What follows belongs to an exercise in optimizing a design on an open flow for small area and a short achievable clock period; a production flow would make more cautious choices.
RTL that was checked went through simulation tests only; none was proved equivalent to the original.
Power figures rest on the tool's default switching activity, not on a simulated workload.

## bit_twiddle
module bit_twiddle (
    input  wire         clk,
    input  wire         rst,
    input  wire         in_valid,
    input  wire [5:0]   cmd,
    input  wire [127:0] value,
    input  wire [127:0] distance,
    output reg          out_valid,
    output reg  [1:0]   status,
    output reg  [127:0] result
);
    localparam NP = 27;      
    wire [5:0] t, tn, u;
    wire [3:0] w;
    wire       ka, kb, kc, fillen, k_o, k_b, k_r, k_pop, k_hib, k_lob;
    wire [1:0] st;
    bt_ctl u_ctl (
        .cmd(cmd), .vneg(value[127]), .distance(distance),
        .t(t), .tn(tn), .w(w), .u(u), .ka(ka), .kb(kb), .kc(kc), .fillen(fillen),
        .k_o(k_o), .k_b(k_b), .k_r(k_r), .k_pop(k_pop), .k_hib(k_hib), .k_lob(k_lob),
        .status(st)
    );
    wire npow2 = value[127] & ~|(value[126:0] & ~value[127:1]);
    wire [NP-1:0] p;
    bt_pop_a u_pop_a (.value(value[126:0]), .p(p));
    reg          s1_valid;
    reg          s1_npow2;
    reg [5:0]    s1_t, s1_tn, s1_u;
    reg [3:0]    s1_w;
    reg          s1_ka, s1_kb, s1_kc, s1_fillen;
    reg          s1_k_o, s1_k_b, s1_k_r, s1_k_pop, s1_k_hib, s1_k_lob;
    reg [1:0]    s1_status;
    reg [127:0]  s1_value;
    reg [NP-1:0] s1_p;
    always @(posedge clk) begin
        if (rst) s1_valid <= 1'b0;
        else     s1_valid <= in_valid;
        s1_npow2  <= npow2;
        s1_t      <= t;
        s1_tn     <= tn;
        s1_u      <= u;
        s1_w      <= w;
        s1_ka     <= ka;
        s1_kb     <= kb;
        s1_kc     <= kc;
        s1_fillen <= fillen;
        s1_k_o    <= k_o;
        s1_k_b    <= k_b;
        s1_k_r    <= k_r;
        s1_k_pop  <= k_pop;
        s1_k_hib  <= k_hib;
        s1_k_lob  <= k_lob;
        s1_status <= st;
        s1_value  <= value;
        s1_p      <= p;
    end
    wire [63:0] y;
    bt_window u_win (
        .x(s1_value[63:0]), .t(s1_t), .tn(s1_tn), .w(s1_w), .u(s1_u),
        .ka(s1_ka), .kb(s1_kb), .kc(s1_kc), .fillen(s1_fillen),
        .k_o(s1_k_o), .k_b(s1_k_b), .k_r(s1_k_r), .y(y)
    );
    wire [6:0] pop;
  ...
Size: ~3300 cells after synthesis, about 320 flip-flops, roughly 400 I/O pins, about 25000 um^2 of cells after synthesis.
clock: 9.0 ns
lec_check: 0
cap_margin: 40
cell_pad_in_sites_detail_placement: 1
cell_pad_in_sites_global_placement: 1
core_margin: 2
core_utilization: 40
place_density: 0.65
setup_slack_margin: 5
slew_margin: 40
standard.sh (not shown) runs the stock make flow with config.mk's settings and CLKGATE_MAP_FILE= SYNTH_SCRIPT=/design/flow/synth_recipe.tcl, a recipe that flattens the netlist after the stock synthesis.
==> flow/flow/run.sh <==
#!/bin/bash
# Layout flow: the standard flow (standard.sh: the standard synthesis,
# floorplan, placement, CTS, routing), except that the ports are buffered
# with plain buffers (buf_1) instead of the delay buffers buffer_ports picks
# by default. Every input and output port still gets its own buffer.
set -euo pipefail
bash standard.sh "BUFFER_PORTS_ARGS=-buffer_cell sky130_fd_sc_hd__buf_1" finish > standard.log 2>&1
The first run finished clean.
Change:
==> flow/flow/run.sh (replaced) <==
#!/bin/bash
set -euo pipefail
bash standard.sh "BUFFER_PORTS_ARGS=-buffer_cell sky130_fd_sc_hd__buf_1" SETUP_SLACK_MARGIN=5.4 finish > standard.log 2>&1
Settings changed: CORE_UTILIZATION 40 to 45, PLACE_DENSITY 0.65 to 0.68.
Outcome: Power came out higher by 8.9%. Sequential power rose by about 2%. Cell area grows by 4.4%. Count of clock-buffer cells in the layout went up by 6. Hold slack is better by 16 ps. Critical path depth is lower by 2. Via count is higher by 7.1%.
Change:
==> flow/flow/run.sh (replaced) <==
#!/bin/bash
# Layout flow: the standard flow (standard.sh: the standard synthesis,
# floorplan, placement, CTS, routing), except that the ports are buffered
# with plain buffers (buf_1) instead of the delay buffers buffer_ports picks
# by default. Every input and output port still gets its own buffer.
set -euo pipefail
bash standard.sh "BUFFER_PORTS_ARGS=-buffer_cell sky130_fd_sc_hd__buf_1" finish > standard.log 2>&1
Settings changed: ABC_CLOCK_PERIOD_IN_PS set to 3400, CELL_PAD_IN_SITES_DETAIL_PLACEMENT 1 to 2, CELL_PAD_IN_SITES_GLOBAL_PLACEMENT 1 to 2, CORE_UTILIZATION 45 to 30, PLACE_DENSITY 0.68 to 0.55.
After rerunning: Count of clock-buffer cells in the layout shrinks by 2; total power shrinks by 6.9%; utilization shrinks by 20 points; wire length grows by 3.7%; non-clock buffer count shrinks by 25.
Change:
==> flow/flow/run.sh (replaced) <==
#!/bin/bash
set -euo pipefail
bash standard.sh "BUFFER_PORTS_ARGS=-buffer_cell sky130_fd_sc_hd__buf_1" SETUP_SLACK_MARGIN=5.4 finish > standard.log 2>&1
Settings changed: ABC_CLOCK_PERIOD_IN_PS 3400 to unset, CELL_PAD_IN_SITES_DETAIL_PLACEMENT 2 to 1, CELL_PAD_IN_SITES_GLOBAL_PLACEMENT 2 to 1, CORE_UTILIZATION 30 to 40, PLACE_DENSITY 0.55 to 0.65.
Result:
- first-iteration DRC count climbs by 23%
- synthesized cell count is unchanged
- worst setup slack gains 360 ps
- global-route usage came out higher by 6.1 points
- die area goes down by 25%
- non-clock buffer count climbs by 18
- total power is about the same

---

Another version of the RTL of bit_twiddle (not shown whole).
Size: roughly 320 flip-flops, ~400 I/O pins, roughly 26000 um^2 of cells after synthesis.
Settings: LEC_CHECK=0, CAP_MARGIN=40, CELL_PAD_IN_SITES_DETAIL_PLACEMENT=1, CELL_PAD_IN_SITES_GLOBAL_PLACEMENT=1, CORE_MARGIN=2, CORE_UTILIZATION=50, PLACE_DENSITY=0.72, SETUP_SLACK_MARGIN=5, SLEW_MARGIN=40; clock period 9.0 ns.
==> flow/flow/run.sh <==
#!/bin/bash
set -euo pipefail
bash standard.sh "BUFFER_PORTS_ARGS=-buffer_cell sky130_fd_sc_hd__buf_1" SETUP_SLACK_MARGIN=5.4 finish > standard.log 2>&1
The baseline ended with an error in 5_1_grt with GRT-0116.
Edit:
CORE_UTILIZATION = 40   (was 50)
PLACE_DENSITY = 0.65   (was 0.72)
This time the run passed the timing, DRC and antenna checks.
Area after synthesis is unchanged.
Synthesized cell count is unchanged.
Edit:
CTS_BUF_LIST = sky130_fd_sc_hd__clkbuf_8   (was not set)
GPL_TIMING_DRIVEN = 0   (was not set)
After rerunning: The new run failed in 5_1_grt on GRT-0232. Area after synthesis does not change. Synthesized cell count does not change.
No run of this note included a check of the RTL's function; only the layout flow was run.

---

## red
bit_twiddle with an RTL version that a note above also has.
Size: roughly 3,300 cells after synthesis, roughly 400 I/O pins.
export LEC_CHECK = 0
export CAP_MARGIN = 40
export CELL_PAD_IN_SITES_DETAIL_PLACEMENT = 1
export CELL_PAD_IN_SITES_GLOBAL_PLACEMENT = 1
export CORE_MARGIN = 2
export CORE_UTILIZATION = 40
export PLACE_DENSITY = 0.65
export SETUP_SLACK_MARGIN = 5
export SLEW_MARGIN = 40
create_clock -name core_clock -period 9.0 [get_ports {clk}]
==> flow/flow/run.sh <==
#!/bin/bash
set -euo pipefail
bash standard.sh "BUFFER_PORTS_ARGS=-buffer_cell sky130_fd_sc_hd__buf_1" SETUP_SLACK_MARGIN=6.0 finish > standard.log 2>&1
Inputs modified between red and blue:
- CELL_PAD_IN_SITES_GLOBAL_PLACEMENT now 2, was 1
- PLACE_DENSITY now 0.7, was 0.65
- CORE_UTILIZATION now 55, was 40
- CELL_PAD_IN_SITES_DETAIL_PLACEMENT now 2, was 1
### Flow results
blue got as far as global placement without I/O, where a tool error ended the run. blue has standard-cell row count below what red had. Diff red..blue | share of async-settable or async-resettable flops after synthesis | unchanged. Comparing blue against red, there is no change at all in basic-gate share of the synthesized area counting and, or, nand and nor cells. Diff red -> blue: vertical die dimension fell 14%; synthesized cell count about even; average cell area after synthesis shows no meaningful change; post-synth design cell area flat. Compared with red, in blue die width now smaller, initial core utilization went up 16 points, net count after synthesis has remained practically unchanged.

---

Starting RTL as in the previous note.
Settings: LEC_CHECK=0, ABC_CLOCK_PERIOD_IN_PS=3400, CAP_MARGIN=40, CELL_PAD_IN_SITES_DETAIL_PLACEMENT=2, CELL_PAD_IN_SITES_GLOBAL_PLACEMENT=2, CORE_MARGIN=2, CORE_UTILIZATION=30, PLACE_DENSITY=0.55, SETUP_SLACK_MARGIN=5, SLEW_MARGIN=40; clock period 9.0 ns.
Scripts as last shown in full above: flow/flow/run.sh
The starting point produced a clean layout.
Next try:
==> flow/flow/run.sh (replaced) <==
#!/bin/bash
set -euo pipefail
bash standard.sh "BUFFER_PORTS_ARGS=-buffer_cell sky130_fd_sc_hd__buf_1" SETUP_SLACK_MARGIN=5.5 finish > standard.log 2>&1
==> flow/config.mk (replaced) <==
export PLATFORM = sky130hd
export DESIGN_NAME = bit_twiddle
export DESIGN_NICKNAME = bit_twiddle
export VERILOG_FILES = /design/flow/design.v
export SDC_FILE = /design/flow/constraint.sdc
export NUM_CORES = 4
export LEC_CHECK = 0
export CAP_MARGIN = 40
export CELL_PAD_IN_SITES_DETAIL_PLACEMENT = 1
export CELL_PAD_IN_SITES_GLOBAL_PLACEMENT = 1
export CORE_MARGIN = 2
export CORE_UTILIZATION = 40
export PLACE_DENSITY = 0.65
export SETUP_SLACK_MARGIN = 5
export SLEW_MARGIN = 40
The new run ran to the end with no violations.
Core utilization is higher by 9.3 points.
Design area is lower by about 9%.
Via count stays flat.
Next try:
==> flow/flow/run.sh (replaced) <==
#!/bin/bash
# Layout flow: the standard flow (standard.sh: the standard synthesis,
# floorplan, placement, CTS, routing), except that the ports are buffered
# with plain buffers (buf_1) instead of the delay buffers buffer_ports picks
# by default. Every input and output port still gets its own buffer.
set -euo pipefail
bash standard.sh "BUFFER_PORTS_ARGS=-buffer_cell sky130_fd_sc_hd__buf_1" SETUP_SLACK_MARGIN=5.4 finish > standard.log 2>&1
Result: Global-route usage is lower by 1.4 points; setup slack is worse by 0.017 ns; cell area is lower by a few percent; power is lower by a few percent; die area stays the same; count of clock-buffer cells in the layout does not change; routed wire length is lower by a few percent; sequential share of layout area is higher by 0.96 points; worst hold slack barely changes; cell count is lower slightly; via count is lower by a few percent.
Next try:
==> flow/flow/run.sh (replaced) <==
#!/bin/bash
set -euo pipefail
bash standard.sh "BUFFER_PORTS_ARGS=-buffer_cell sky130_fd_sc_hd__buf_1" SETUP_SLACK_MARGIN=5.7 finish > standard.log 2>&1
After rerunning:
- global-route usage is higher by 2.3 points
- critical path depth is unchanged
- final cell count went up by about 3%
- core utilization rose by 5.2 points
- first-iteration DRC count increases by 23%

---

Starting RTL as in the previous note.
export LEC_CHECK = 0
export CAP_MARGIN = 40
export CELL_PAD_IN_SITES_DETAIL_PLACEMENT = 1
export CELL_PAD_IN_SITES_GLOBAL_PLACEMENT = 1
export CORE_MARGIN = 2
export CORE_UTILIZATION = 40
export PLACE_DENSITY = 0.65
export SETUP_SLACK_MARGIN = 4
export SLEW_MARGIN = 40
create_clock -name core_clock -period 9.0 [get_ports {clk}]
==> flow/flow/run.sh <==
#!/bin/bash
# Layout flow: the standard flow (standard.sh: the standard synthesis,
# floorplan, placement, CTS, routing), except that the ports are buffered
# with plain buffers (buf_1) instead of the delay buffers buffer_ports picks
# by default. Every input and output port still gets its own buffer.
set -euo pipefail
bash standard.sh "BUFFER_PORTS_ARGS=-buffer_cell sky130_fd_sc_hd__buf_1" finish > standard.log 2>&1
The first run passed the timing, DRC and antenna checks.
Change:
==> flow/flow/run.sh (replaced) <==
#!/bin/bash
set -euo pipefail
bash standard.sh "BUFFER_PORTS_ARGS=-buffer_cell sky130_fd_sc_hd__buf_1" SETUP_SLACK_MARGIN=5.2 finish > standard.log 2>&1
Settings changed: SETUP_SLACK_MARGIN 4 to 5.
Outcome:
- The new run ran to the end with no violations
- routed wire length came out lower slightly
- worst setup slack is better by 0.84 ns
- power is higher slightly
- area after synthesis does not change
- sequential share of layout area falls by 0.98 points
- fmax grows by about a fifth

re-timing with driven ports:
Ports are ideal in the flow. The routed layouts listed here were re-timed in OpenROAD.
Step 1 (the two cells are an assumption about what drives the block):
set clk [get_ports {clk}]
set_driving_cell -lib_cell sky130_fd_sc_hd__clkbuf_16 $clk
set_driving_cell -lib_cell sky130_fd_sc_hd__buf_2 [delete_from_list [all_inputs] $clk]
Step 2 moves the port delays by t, midway between the first and last clock arrival at a register: inputs arrive t later, outputs are due t later. That takes back most of the time a late clock gives input paths.
Three values: no drivers, after step 1, after step 2; two values: the first two.
run | t, ns | slack for setup (ns) | hold slack, ns | worst setup path after step 2 | pins driven straight from the clock port
the first run of note 1 | 0.641 | 4.894 / 4.894 / 4.462 | 0.326 / 0.326 / 0.326 | input to register | 1
the second run of note 1 | 0.631 | 5.151 / 5.151 / 4.573 | 0.343 / 0.343 / 0.343 | input to register | 1
the third run of note 1 | 0.674 | 4.899 / 4.899 / 4.341 | 0.330 / 0.330 / 0.330 | input to register | 1
the fourth run of note 1 | 0.645 | 5.254 / 5.267 / 4.623 | 0.337 / 0.337 / 0.337 | input to register | 1
the second run of note 2 | 0.639 | 5.213 / 5.213 / 4.658 | 0.325 / 0.325 / 0.325 | input to register | 1
red | 0.635 | 5.257 / 5.257 / 4.673 | 0.338 / 0.338 / 0.338 | input to register | 1
the first run of note 4 | 0.650 | 5.089 / 5.089 / 4.648 | 0.337 / 0.337 / 0.337 | input to register | 1
the second run of note 4 | 0.664 | 5.271 / 5.274 / 4.653 | 0.339 / 0.339 / 0.339 | input to register | 1
the third run of note 4 | 0.645 | 5.254 / 5.267 / 4.623 | 0.337 / 0.337 / 0.337 | input to register | 1
the fourth run of note 4 | 0.637 | 5.235 / 5.247 / 4.610 | 0.337 / 0.337 / 0.337 | input to register | 1
the first run of note 5 | 0.669 | 4.287 / 4.287 / 4.287 | 0.299 / 0.299 / 0.299 | register to register | 1
the second run of note 5 | 0.625 | 5.124 / 5.124 / 4.538 | 0.336 / 0.336 / 0.336 | input to register | 1
After both steps setup and hold are still met in every run listed.
